What follows belongs to an exercise in optimizing a design on an open flow for a short achievable clock period and few clock cycles per item; a production flow would make more cautious choices. Only simulation tests tie the RTL to the original design; equivalence was not proved. Power is estimated from default activity; no workload was simulated.

==> inputs of run C <==
==> flow/design.v (excerpt) <==
module ansc (
    input  wire        clk,
    input  wire        rst,           
    input  wire        cmd_valid,
    input  wire [63:0] cmd_word,
    output wire        cmd_ready,
    input  wire [11:0] reg_addr,
    output reg  [31:0] reg_rdata,
    output wire        fb_en,
    output wire        fb_we,
    output wire [15:0] fb_addr,
    output wire [7:0]  fb_wdata,
    input  wire [7:0]  fb_rdata
);
    localparam NSLOT       = 4;
    localparam MAX_PAYLOAD = 32;
    localparam OP_CKCLR   = 4'h1;
    localparam OP_CKBYTE  = 4'h2;
    localparam OP_CKBUF   = 4'h3;
    localparam OP_SEGNEW  = 4'h4;
    localparam OP_SEGSER  = 4'h5;
    localparam OP_SEGDES  = 4'h6;
    localparam OP_SEGCLR  = 4'h7;
    localparam OP_SETRXF  = 4'h8;
    localparam OP_SETTXF  = 4'h9;
    localparam OP_SETTXS  = 4'hA;
    localparam OP_MARKTXC = 4'hB;
    localparam C_OK        = 8'h00;
    localparam C_MALFORMED = 8'h01;
    localparam C_ILLEGAL   = 8'h10;
    localparam C_SLOT      = 8'h11;
    localparam C_NOSEG     = 8'h12;
    localparam C_RANGE     = 8'h13;
  ...
clock: 8.0 ns
lec_check: 0
abc_clock_period_in_ps: 2000
cap_margin: 60
core_margin: 2
core_utilization: 40
setup_slack_margin: 4.0
slew_margin: 80
run.sh (not shown) runs the stock make flow with config.mk's settings and CLKGATE_MAP_FILE= SYNTH_SCRIPT=/design/flow/synth_recipe.tcl, a recipe that flattens the netlist after the stock synthesis.
==> run H (differences from run C) <==
--- a/flow/design.v
+++ b/flow/design.v
@@ -250,16 +250,14 @@
                                                      exec_code = C_CAPACITY;
         else                                         exec_code = C_OK;
     end
     wire [3:0] ck_t1  = eac4(sum1, rotl(sum0));
     wire [7:0] ck_cmd = ck_byte(sum0, ck_t1, cmd_word[7:0]);
     wire [7:0] ck_mem = ck_byte(sum0, ck_t1, fb_rdata);
-    wire ser_we_a = op5 && z_55_32;                                   
-    wire ser_en_b = !op5 || (z_15_8 && z_7_0 && slot_lo && ser_fit[ws]);  
-    assign fb_en    = acc_en | (accept && ser_en_b);
-    assign fb_we    = busy ? acc_wr : ser_we_a;
+    assign fb_en    = acc_en | accept;
+    assign fb_we    = (acc_en && acc_wr) | (accept && ok_segser);
     assign fb_addr  = busy ? acc_addr : w_addr;
     assign fb_wdata = busy ? wdata_q : {s_syn[ws], s_seq[ws]};
     wire        rd_cmd   = (ok_ckbuf || ok_segnew || ok_segdes) && len_nz;
     wire        acc_busy = (ok_ckbuf && len_nz) || (ok_segnew && len_ge2) || ok_segdes ||
                            ok_segser;
     wire [5:0]  ser_plen = s_plen[ws];
@@ -414,34 +412,37 @@
                             s_txc[i] <= 1'b1;
                     end
                 end
             end
         end
     end
-    wire [1:0] r_slot = reg_addr[4:3];
+    wire       rg_slot = (reg_addr[11:5] == 7'b0001000);    
+    wire       rg_glob = (reg_addr[11:3] == 9'd0);          
+    reg  [31:0] rd_or;
+    integer rs, rf;
     always @(*) begin
-        reg_rdata = 32'd0;
-        if (reg_addr[11:5] == 7'b0001000) begin        
-            case (reg_addr[2:0])
-                3'd0: reg_rdata = {s_valid[r_slot], 15'd0, s_syn[r_slot], s_seq[r_slot],
-                                   s_ack[r_slot], s_ackn[r_slot]};
-                3'd1: reg_rdata = {26'd0, s_plen[r_slot]};
-                3'd2: reg_rdata = {28'd0, s_txs_v[r_slot], s_txf_v[r_slot],
-                                   s_rxf_v[r_slot], s_txc[r_slot]};
-                3'd3: reg_rdata = s_rxf[r_slot];
-                3'd4: reg_rdata = s_txf[r_slot];
-                3'd5: reg_rdata = s_txs[r_slot];
-                default: reg_rdata = 32'd0;
-            endcase
-        end else begin
-            case (reg_addr)
-                12'h000: reg_rdata = {23'd0, status_err, status_code};
-                12'h001: reg_rdata = {24'd0, sum1, sum0};
-                12'h002: reg_rdata = {15'd0, reslen};
-                12'h003: reg_rdata = NSLOT;
-                12'h004: reg_rdata = MAX_PAYLOAD;
-                12'h005: reg_rdata = 32'h0001_0000;
-                default: reg_rdata = 32'd0;
-            endcase
+        rd_or = 32'd0;
+        for (rs = 0; rs < NSLOT; rs = rs + 1) begin
+            for (rf = 0; rf < 6; rf = rf + 1) begin
+                if (rg_slot && reg_addr[4:3] == rs && reg_addr[2:0] == rf) begin
+                    case (rf)
+                        0: rd_or = rd_or | {s_valid[rs], 15'd0, s_syn[rs], s_seq[rs],
+                                            s_ack[rs], s_ackn[rs]};
+                        1: rd_or = rd_or | {26'd0, s_plen[rs]};
+                        2: rd_or = rd_or | {28'd0, s_txs_v[rs], s_txf_v[rs],
+                                            s_rxf_v[rs], s_txc[rs]};
+                        3: rd_or = rd_or | s_rxf[rs];
+                        4: rd_or = rd_or | s_txf[rs];
+                        default: rd_or = rd_or | s_txs[rs];
+                    endcase
+                end
+            end
         end
+        if (rg_glob && reg_addr[2:0] == 3'd0) rd_or = rd_or | {23'd0, status_err, status_code};
+        if (rg_glob && reg_addr[2:0] == 3'd1) rd_or = rd_or | {24'd0, sum1, sum0};
+        if (rg_glob && reg_addr[2:0] == 3'd2) rd_or = rd_or | {15'd0, reslen};
+        if (rg_glob && reg_addr[2:0] == 3'd3) rd_or = rd_or | NSLOT;
+        if (rg_glob && reg_addr[2:0] == 3'd4) rd_or = rd_or | MAX_PAYLOAD;
+        if (rg_glob && reg_addr[2:0] == 3'd5) rd_or = rd_or | 32'h0001_0000;
+        reg_rdata = rd_or;
     end
 endmodule
Settings changed: CAP_MARGIN 60 to 20, SETUP_SLACK_MARGIN 4.0 to 3.5, SLEW_MARGIN 80 to 20.
==> run M (differences from run C) <==
Settings changed: CAP_MARGIN 60 to 50, SETUP_SLACK_MARGIN 4.0 to 3.5, SLEW_MARGIN 80 to 70.
==> notes.md <==
|  | run H | run M | run C |
|---|---|---|---|
| Result of the run | timing/DRC/antenna clean | timing/DRC/antenna clean | timing/DRC/antenna clean |
| Number of optimization iterations in the first detailed-route pass | 8 | 6 | 7 |
| Crit share post-route | 68.4% | 63.1% | 65.7% |
| Synth Instances | 5186 | 5572 | 5572 |
| Layout clock buffers | 231 | 240 | 229 |
| Synth Net Count | 5397 | 5783 | 5783 |
| Total global routing track utilization | 25.9% | 24.6% | 25.3% |
| Most common cell on crit path | buf_6 | - | buf_6 |
| Cell area after technology mapping | 70300 µm² | 72300 µm² | 72300 µm² |
| Internal power of the cells | 0.0138 W | 0.0140 W | 0.0141 W |
| Sw frac | 22.8% | 23.1% | 23.0% |
| Number of global-route vias before repair | 46900 | 48800 | 51000 |
| Comb_multi_in | 3022 | 3342 | 3342 |
Testbench counts of run C, summed over its fixed seeds: cycles 44,229, cmds 4,000.
Testbench counts of run H, summed over its fixed seeds: cycles 44,229, cmds 4,000.
Testbench counts of run M, summed over its fixed seeds: cycles 44,229, cmds 4,000.

## re-timing with driven ports
In the flow no input, the clock included, has a driving cell. The finished layouts below were timed again as built, in two steps. Step 1 assumes that a clkbuf_16 drives the clock port and a buf_2 every other input. Step 2 also shifts input and output timing later by t, the mid clock arrival at the registers, as if the neighbouring blocks saw the same clock. Three values: ideal, step 1, step 2; two values: the first two.
| run | shift t [ns] | setup slack, ns | clock arrival spread, ns | worst register clock-pin slew, ns | pins driven straight from the clock port |
|---|---|---|---|---|---|
| run C | 0.892 | 2.742 / 2.630 / 2.630 | 0.044 / 0.044 | 0.07 / 0.07 | 1 |
| run H | 0.900 | 2.530 / 2.499 / 2.430 | 0.086 / 0.086 | 0.07 / 0.07 | 1 |
| run M | 0.886 | 2.955 / 2.701 / 2.638 | 0.107 / 0.106 | 0.07 / 0.07 | 1 |
After both steps every run listed still meets setup and hold. For run M, which loses most, drivers alone change the setup slack by -0.254 ns; drivers and shift together by -0.317 ns.
